Context: an optimization exercise on an open-source flow, tuned for a short achievable clock period and few clock cycles. The choices shown serve that exercise and are no tape-out recipe.

==> build 55: inputs <==
==> flow/design.v (excerpt) <==
module stella_bus_engine (
  input  wire        clk,
  input  wire        rst_n,
  input  wire        cmd_valid,
  output wire        cmd_ready,
  input  wire [26:0] cmd,
  output wire        rsp_valid,
  output wire [8:0]  rsp,
  output wire        claim,
  input  wire        map_ok,
  output wire [1:0]  fault,
  output wire        per_rd,
  output wire        per_wr,
  output wire        per_sel,
  output wire [15:0] per_addr,
  output wire [7:0]  per_wdata,
  input  wire [7:0]  per_rdata,
  output wire [22:0] line_out,
  output wire        ctl_oe,
  output wire        data_oe,
  input  wire [7:0]  line_din
);
Settings: LEC_CHECK=0, ABC_CLOCK_PERIOD_IN_PS=1400, CAP_MARGIN=20, CORE_MARGIN=2, CORE_UTILIZATION=40, SETUP_SLACK_MARGIN=2.6, SLEW_MARGIN=20; clock period 4.0 ns.
run.sh (not shown) runs the stock make flow with config.mk's settings and CLKGATE_MAP_FILE= SYNTH_SCRIPT=/design/flow/synth_recipe.tcl, a recipe that flattens the netlist after the stock synthesis.
==> trial 25: changes against build 55 <==
==> flow/design.v (replaced) <==
module stella_bus_engine (
  input  wire        clk,
  input  wire        rst_n,
  input  wire        cmd_valid,
  output wire        cmd_ready,
  input  wire [26:0] cmd,
  output wire        rsp_valid,
  output wire [8:0]  rsp,
  output wire        claim,
  input  wire        map_ok,
  output wire [1:0]  fault,
  output wire        per_rd,
  output wire        per_wr,
  output wire        per_sel,
  output wire [15:0] per_addr,
  output wire [7:0]  per_wdata,
  input  wire [7:0]  per_rdata,
  output wire [22:0] line_out,
  output wire        ctl_oe,
  output wire        data_oe,
  input  wire [7:0]  line_din
);
  localparam integer K  = 4;    
  localparam integer KT = 3;    
  integer i;
  reg        a_v;
  reg [26:0] a_cmd;
  reg        a_map;
  reg        rdy_q;
  always @(posedge clk) begin
    a_cmd <= cmd;
    a_map <= map_ok;
    a_v   <= rst_n & cmd_valid & rdy_q;
  end
  assign cmd_ready = rdy_q;
  reg f_rdy;     
  reg f_flt;     
  wire [2:0] op      = a_cmd[26:24];
  wire       win     = a_cmd[20];
  wire       op_peek = (op == 3'd1);
  wire       op_poke = (op == 3'd2);
  wire       op_inst = (op == 3'd6);
  wire       op_ok   = (op == 3'd0) | op_peek | op_poke | op_inst;
  wire live   = a_v & !f_flt;
  wire d_txn  = live & f_rdy & (op_peek | op_poke);
  wire d_prot = live & (((op_peek | op_poke) & !f_rdy) | (op_inst & f_rdy));
  wire d_inst = live & op_inst & !f_rdy;
  wire d_ibad = d_inst & !a_map;
  wire d_rsp  = live & !d_prot & !d_ibad;
  reg        p_rsp, p_txn, p_dir, p_pin, p_pout, p_ok, p_iok;
  reg [1:0]  p_fcode;
  reg        per_rd_q, per_wr_q, claim_q;
  reg [15:0] per_addr_q;
  reg [7:0]  per_wdata_q;
  always @(posedge clk) begin
    per_addr_q  <= a_cmd[23:8];
    per_wdata_q <= a_cmd[7:0];
    p_dir       <= !(op_peek & win);
    p_pin       <= op_peek & win;
    p_pout      <= op_peek & !win;
    p_ok        <= op_ok;
    if (!rst_n) begin
      f_rdy    <= 1'b0;
      f_flt    <= 1'b0;
      p_rsp    <= 1'b0;
      p_txn    <= 1'b0;
      p_iok    <= 1'b0;
      p_fcode  <= 2'd0;
      per_rd_q <= 1'b0;
      per_wr_q <= 1'b0;
      claim_q  <= 1'b0;
    end else begin
      if (d_inst & a_map)  f_rdy <= 1'b1;
      if (d_prot | d_ibad) f_flt <= 1'b1;
      p_rsp    <= d_rsp;
      p_txn    <= d_txn;
      p_iok    <= d_inst & a_map;
      p_fcode  <= d_prot ? 2'd3 : (d_ibad ? 2'd1 : 2'd0);
      per_rd_q <= d_txn & op_peek & !win;
      per_wr_q <= d_txn & op_poke & !win;
      claim_q  <= d_inst;
    end
  end
  assign per_rd    = per_rd_q;
  assign per_wr    = per_wr_q;
  assign per_sel   = per_addr_q[7];
  assign per_addr  = per_addr_q;
  assign per_wdata = per_wdata_q;
  assign claim     = claim_q;
  reg [1:0] fault_q, fault_o;
  always @(posedge clk) begin
    if (!rst_n) fault_q <= 2'd0;
    else        fault_q <= fault_q | p_fcode;
    fault_o <= {2{rst_n}} & fault_q;
  end
  assign fault = fault_o;
  wire [7:0] p_data = p_pout ? per_rdata : per_wdata_q;
  reg [KT-1:0] tv;
  reg [KT-1:0] t_dir;
  reg [12:0]   t_addr [0:KT-1];
  reg [7:0]    t_data [0:KT-1];
  reg [22:0] lines_q;
  reg        doe_q, ctl_q;
  reg        ph_idle, ph_load, ph_unl;    
  reg [2:0]  cnt;
  reg        cur_rd;
  reg        samp_q;                      
  reg [7:0]  rd_byte;
  reg        rd_full;
  wire eng_load = ph_idle & tv[0];
  wire eng_end  = ph_unl & (cnt == 3'd7) & !(cur_rd & (rd_full | samp_q));
  reg [KT-1:0] tpos_n, tpos_p;
  always @(*) begin
    for (i = 0; i < KT; i = i + 1) begin
      tpos_n[i] = !tv[i] & ((i == 0) ? 1'b1 : tv[(i == 0) ? 0 : i-1]);
      tpos_p[i] = tv[i] & ((i == KT-1) ? 1'b1 : !tv[(i == KT-1) ? i : i+1]);
    end
  end
  always @(posedge clk) begin
    for (i = 0; i < KT; i = i + 1) begin
      if (p_txn && (eng_load ? tpos_p[i] : tpos_n[i])) begin
        t_dir[i]  <= p_dir;
        t_addr[i] <= per_addr_q[12:0];
        t_data[i] <= p_data;
      end else if (eng_load && i < KT-1) begin
        t_dir[i]  <= t_dir[(i < KT-1) ? i+1 : i];
        t_addr[i] <= t_addr[(i < KT-1) ? i+1 : i];
        t_data[i] <= t_data[(i < KT-1) ? i+1 : i];
      end
    end
    if (!rst_n)        tv <= {KT{1'b0}};
    else if (eng_load) tv <= p_txn ? tv : {1'b0, tv[KT-1:1]};
    else if (p_txn)    tv <= {tv[KT-2:0], 1'b1};
  end
  always @(posedge clk) begin
    if (eng_load) begin
      lines_q[21:0] <= {t_dir[0], t_data[0], t_addr[0]};
      doe_q         <= t_dir[0];
      cur_rd        <= !t_dir[0];
    end else if (p_iok) begin
      lines_q[21:0] <= 22'd0;
      doe_q         <= 1'b0;
    end
    if (ph_load)               lines_q[22] <= 1'b0;
    else if (eng_end || p_iok) lines_q[22] <= 1'b1;
    if (ph_load)          cnt <= 3'd0;
    else if (cnt != 3'd7) cnt <= cnt + 3'd1;
    if (samp_q) rd_byte <= line_din;
    if (!rst_n) begin
      ctl_q   <= 1'b0;
      ph_idle <= 1'b1;
      ph_load <= 1'b0;
      ph_unl  <= 1'b0;
      samp_q  <= 1'b0;
    end else begin
      if (p_iok) ctl_q <= 1'b1;
      ph_idle <= (ph_idle & !tv[0]) | eng_end;
      ph_load <= eng_load;
      ph_unl  <= ph_load | (ph_unl & !eng_end);
      samp_q  <= eng_end & cur_rd;
    end
  end
  reg [22:0] line_o;
  reg        doe_o, ctl_o;
  always @(posedge clk) begin
    line_o <= lines_q;
    doe_o  <= doe_q;
    ctl_o  <= rst_n & ctl_q;
  end
  assign line_out = line_o;
  assign data_oe  = doe_o;
  assign ctl_oe   = ctl_o;
  reg [K-1:0] rv;
  reg [K-1:0] q_w;             
  reg [8:0]   q_val [0:K-1];
  reg         rsp_v_q;
  reg [8:0]   rsp_q;
  wire r_pop = rv[0] & (!q_w[0] | rd_full);
  reg [K-1:0] rpos_n, rpos_p;
  always @(*) begin
    for (i = 0; i < K; i = i + 1) begin
      rpos_n[i] = !rv[i] & ((i == 0) ? 1'b1 : rv[(i == 0) ? 0 : i-1]);
      rpos_p[i] = rv[i] & ((i == K-1) ? 1'b1 : !rv[(i == K-1) ? i : i+1]);
    end
  end
  always @(posedge clk) begin
    for (i = 0; i < K; i = i + 1) begin
      if (p_rsp && (r_pop ? rpos_p[i] : rpos_n[i])) begin
        q_w[i]   <= p_pin;
        q_val[i] <= {p_ok, p_pout ? per_rdata : 8'h00};
      end else if (r_pop && i < K-1) begin
        q_w[i]   <= q_w[(i < K-1) ? i+1 : i];
        q_val[i] <= q_val[(i < K-1) ? i+1 : i];
      end
    end
    rsp_q <= q_w[0] ? {1'b1, rd_byte} : q_val[0];
    if (!rst_n) begin
      rv      <= {K{1'b0}};
      rsp_v_q <= 1'b0;
      rd_full <= 1'b0;
    end else begin
      if (r_pop)      rv <= p_rsp ? rv : {1'b0, rv[K-1:1]};
      else if (p_rsp) rv <= {rv[K-2:0], 1'b1};
      rsp_v_q <= r_pop;
      rd_full <= samp_q | (rd_full & !(r_pop & q_w[0]));
    end
  end
  assign rsp_valid = rsp_v_q;
  assign rsp       = rsp_q;
  reg [K-1:0]  cr;
  reg [KT-1:0] ct;
  wire c_inc = a_v;
  wire t_inc = a_v & (op_peek | op_poke);
  wire [K-1:0]  cr_n = (c_inc & !r_pop)    ? {cr[K-2:0], 1'b1} :
                       (!c_inc & r_pop)    ? {1'b0, cr[K-1:1]} : cr;
  wire [KT-1:0] ct_n = (t_inc & !eng_load) ? {ct[KT-2:0], 1'b1} :
                       (!t_inc & eng_load) ? {1'b0, ct[KT-1:1]} : ct;
  wire r_room = (a_v & rdy_q) ? !cr[K-3]  : (a_v | rdy_q) ? !cr[K-2]  : !cr[K-1];
  wire t_room = (a_v & rdy_q) ? !ct[KT-3] : (a_v | rdy_q) ? !ct[KT-2] : !ct[KT-1];
  always @(posedge clk) begin
    if (!rst_n) begin
      cr    <= {K{1'b0}};
      ct    <= {KT{1'b0}};
      rdy_q <= 1'b1;
    end else begin
      cr    <= cr_n;
      ct    <= ct_n;
      rdy_q <= !f_flt & r_room & t_room;
    end
  end
endmodule
Settings changed: CTS_BUF_LIST from default to sky130_fd_sc_hd__clkbuf_16 sky130_fd_sc_hd__clkbuf_8, CTS_CLUSTER_DIAMETER from default to 300, CTS_CLUSTER_SIZE from default to 20, SETUP_SLACK_MARGIN 2.6 to 2.5.
==> trial 94: changes against build 55 <==
Settings changed: ABC_CLOCK_PERIOD_IN_PS 1400 to default, SETUP_SLACK_MARGIN 2.6 to default.
==> build 91: changes against build 55 <==
--- a/flow/design.v
+++ b/flow/design.v
@@ -18,12 +18,12 @@
   output wire [22:0] line_out,
   output wire        ctl_oe,
   output wire        data_oe,
   input  wire [7:0]  line_din
 );
-  localparam integer K  = 8;    
-  localparam integer KT = 4;    
+  localparam integer K  = 4;    
+  localparam integer KT = 3;    
   reg        a_v;
   reg [26:0] a_cmd;
   reg        a_map;
   reg        rdy_q;
   always @(posedge clk) begin
@@ -83,33 +83,18 @@
   assign per_wr    = per_wr_q;
   assign per_sel   = per_addr_q[7];
   assign per_addr  = per_addr_q;
   assign per_wdata = per_wdata_q;
   assign claim     = claim_q;
-  reg        r_rsp, r_txn, r_dir, r_pin, r_pout, r_ok;
-  reg [12:0] r_addr;
-  reg [7:0]  r_data;
-  reg [1:0]  fault_q;
-  always @(posedge clk) begin
-    r_dir  <= p_dir;
-    r_pin  <= p_pin;
-    r_pout <= p_pout;
-    r_ok   <= p_ok;
-    r_addr <= per_addr_q[12:0];
-    r_data <= p_pout ? per_rdata : per_wdata_q;
-    if (!rst_n) begin
-      r_rsp   <= 1'b0;
-      r_txn   <= 1'b0;
-      fault_q <= 2'd0;
-    end else begin
-      r_rsp <= p_rsp;
-      r_txn <= p_txn;
-      if (p_fcode != 2'd0) fault_q <= p_fcode;
-    end
-  end
-  assign fault = fault_q;
+  reg [1:0] fault_q;
+  always @(posedge clk) begin
+    if (!rst_n)                fault_q <= 2'd0;
+    else if (p_fcode != 2'd0)  fault_q <= p_fcode;
+  end
+  assign fault     = fault_q;
   assign cmd_ready = rdy_q;
+  wire [7:0] p_data = p_pout ? per_rdata : per_wdata_q;
   reg [KT-1:0] tv;
   reg [KT-1:0] t_dir;
   reg [12:0]   t_addr [0:KT-1];
   reg [7:0]    t_data [0:KT-1];
   reg [22:0] lines_q;
@@ -123,22 +108,22 @@
   wire eng_end  = ph_unl & (cnt == 3'd7) & !(cur_rd & rd_full);
   wire [KT-1:0] ts = eng_load ? {1'b0, tv[KT-1:1]} : tv;
   integer i;
   always @(posedge clk) begin
     for (i = 0; i < KT; i = i + 1) begin
-      if (r_txn && !ts[i] && (i == 0 || ts[i-1])) begin
-        t_dir[i]  <= r_dir;
-        t_addr[i] <= r_addr;
-        t_data[i] <= r_data;
+      if (p_txn && !ts[i] && (i == 0 || ts[i-1])) begin
+        t_dir[i]  <= p_dir;
+        t_addr[i] <= per_addr_q[12:0];
+        t_data[i] <= p_data;
       end else if (eng_load && i < KT-1) begin
         t_dir[i]  <= t_dir[i+1];
         t_addr[i] <= t_addr[i+1];
         t_data[i] <= t_data[i+1];
       end
     end
     if (!rst_n) tv <= {KT{1'b0}};
-    else        tv <= r_txn ? {ts[KT-2:0], 1'b1} : ts;
+    else        tv <= p_txn ? {ts[KT-2:0], 1'b1} : ts;
   end
   always @(posedge clk) begin
     if (eng_load) begin
       lines_q[21:0] <= {t_dir[0], t_data[0], t_addr[0]};
       doe_q         <= t_dir[0];
@@ -174,13 +159,13 @@
   reg [8:0]   rsp_q;
   wire          r_pop = rv[0] & (!q_w[0] | rd_full);
   wire [K-1:0]  rs    = r_pop ? {1'b0, rv[K-1:1]} : rv;
   always @(posedge clk) begin
     for (i = 0; i < K; i = i + 1) begin
-      if (r_rsp && !rs[i] && (i == 0 || rs[i-1])) begin
-        q_w[i]   <= r_pin;
-        q_val[i] <= {r_ok, r_pout ? r_data : 8'h00};
+      if (p_rsp && !rs[i] && (i == 0 || rs[i-1])) begin
+        q_w[i]   <= p_pin;
+        q_val[i] <= {p_ok, p_pout ? per_rdata : 8'h00};
       end else if (r_pop && i < K-1) begin
         q_w[i]   <= q_w[i+1];
         q_val[i] <= q_val[i+1];
       end
     end
@@ -188,31 +173,35 @@
     if (!rst_n) begin
       rv      <= {K{1'b0}};
       rsp_v_q <= 1'b0;
       rd_full <= 1'b0;
     end else begin
-      rv      <= r_rsp ? {rs[K-2:0], 1'b1} : rs;
+      rv      <= p_rsp ? {rs[K-2:0], 1'b1} : rs;
       rsp_v_q <= r_pop;
       if (ph_unl && cnt == 3'd7 && cur_rd && !rd_full) rd_full <= 1'b1;
       else if (r_pop && q_w[0])                         rd_full <= 1'b0;
     end
   end
   assign rsp_valid = rsp_v_q;
   assign rsp       = rsp_q;
-  reg [3:0] ocr;    
-  reg [2:0] oct;    
-  wire [3:0] ocr_n = ocr + {3'd0, a_v} - {3'd0, r_pop};
-  wire [2:0] oct_n = oct + {2'd0, a_v & (op_peek | op_poke)} - {2'd0, eng_load};
-  always @(posedge clk) begin
-    if (!rst_n) begin
-      ocr   <= 4'd0;
-      oct   <= 3'd0;
+  reg [K-1:0]  cr;
+  reg [KT-1:0] ct;
+  wire c_inc = a_v;
+  wire t_inc = a_v & (op_peek | op_poke);
+  wire [K-1:0]  cr_n = (c_inc & !r_pop)    ? {cr[K-2:0], 1'b1} :
+                       (!c_inc & r_pop)    ? {1'b0, cr[K-1:1]} : cr;
+  wire [KT-1:0] ct_n = (t_inc & !eng_load) ? {ct[KT-2:0], 1'b1} :
+                       (!t_inc & eng_load) ? {1'b0, ct[KT-1:1]} : ct;
+  wire r_room = (a_v & rdy_q) ? !cr[K-3] : (a_v | rdy_q) ? !cr[K-2] : !cr[K-1];
+  wire t_room = (a_v & rdy_q) ? !ct[KT-3] : (a_v | rdy_q) ? !ct[KT-2] : !ct[KT-1];
+  always @(posedge clk) begin
+    if (!rst_n) begin
+      cr    <= {K{1'b0}};
+      ct    <= {KT{1'b0}};
       rdy_q <= 1'b1;
     end else begin
-      ocr   <= ocr_n;
-      oct   <= oct_n;
-      rdy_q <= !f_flt & !d_prot & !d_ibad &
-               ({1'b0, ocr_n} + {4'd0, rdy_q} < K) &
-               ({1'b0, oct_n} + {3'd0, rdy_q} < KT);
+      cr    <= cr_n;
+      ct    <= ct_n;
+      rdy_q <= !f_flt & r_room & t_room;
     end
   end
 endmodule
Settings changed: CTS_BUF_LIST from default to sky130_fd_sc_hd__clkbuf_16 sky130_fd_sc_hd__clkbuf_8, CTS_CLUSTER_DIAMETER from default to 300, CTS_CLUSTER_SIZE from default to 20, SETUP_SLACK_MARGIN 2.6 to 2.5.
==> qor summary <==
Result of the run: trial 94 complete, no violations; build 91 complete, no violations; trial 25 complete, no violations; build 55 complete, no violations
Worst r2r dst: trial 94 rdy_q; build 91 q_val[0][5]; trial 25 t_addr[1][6]; build 55 rdy_q
Arrival @ worst endpoint: trial 94 3590 ps; build 91 1090 ps; trial 25 2080 ps; build 55 2580 ps
Cell count after placement: trial 94 1,230; build 91 923; trial 25 963; build 55 1,219
Via/cell ratio: trial 94 4.75; build 91 4.97; trial 25 4.98; build 55 5.04
Portion of the layout cell area used by clock cells: trial 94 8.00%; build 91 3.46%; trial 25 3.91%; build 55 6.05%
Achievable frequency: trial 94 315 MHz; build 91 528 MHz; trial 25 548 MHz; build 55 462 MHz
#MultiIn Comb: trial 94 358; build 91 294; trial 25 289; build 55 378
Critical hold path startpoint: trial 94 p_pin; build 91 a_cmd[12]; trial 25 a_cmd[19]; build 55 a_cmd[3]
Sequential area share after synthesis: trial 94 72.1%; build 91 73.9%; trial 25 75.2%; build 55 72.1%
Fin cells: trial 94 1,298; build 91 1,049; trial 25 1,093; build 55 1,436
Flops & latches, synth: trial 94 334; build 91 240; trial 25 267; build 55 334
Sequential cell area share: trial 94 58.9%; build 91 52.6%; trial 25 54.2%; build 55 49.4%
Compound-cell area share of the yosys netlist: trial 94 3.51%; build 91 4.30%; trial 25 4.34%; build 55 3.51%
Starting DRC count in detailed routing: trial 94 293; build 91 363; trial 25 258; build 55 435
No functional check of the RTL was part of any run of this note.

separate check: timing with driven ports:
The flow's constraints put no driver on any port. The routed layouts listed below were extracted and timed again, unchanged, in two steps. Step 1 assumes that a clkbuf_16 drives the clock port and a buf_2 every other input. Step 2 also shifts input and output timing later by t, the mid clock arrival at the registers, as if the neighbouring blocks saw the same clock. Three values: no drivers, after step 1, after step 2; two values: the first two.
run | t, ns | slack for setup (ns) | worst setup path at the end | clock arrival spread, ns | cell pins on the clock port's net
build 55 | 0.571 | 1.838 / 1.838 / 1.838 | register to register | 0.028 / 0.028 | 1
trial 25 | 0.527 | 2.176 / 2.176 / 1.963 | input to register | 0.023 / 0.022 | 1
trial 94 | 0.557 | 0.826 / 0.826 / 0.826 | register to register | 0.014 / 0.014 | 1
build 91 | 0.520 | 2.105 / 2.061 / 1.949 | input to register | 0.017 / 0.017 | 1
After both steps setup and hold are still met in every run listed. The setup slack of trial 25, which loses most, moves by 0.000 ns with the drivers and by -0.213 ns with both steps.
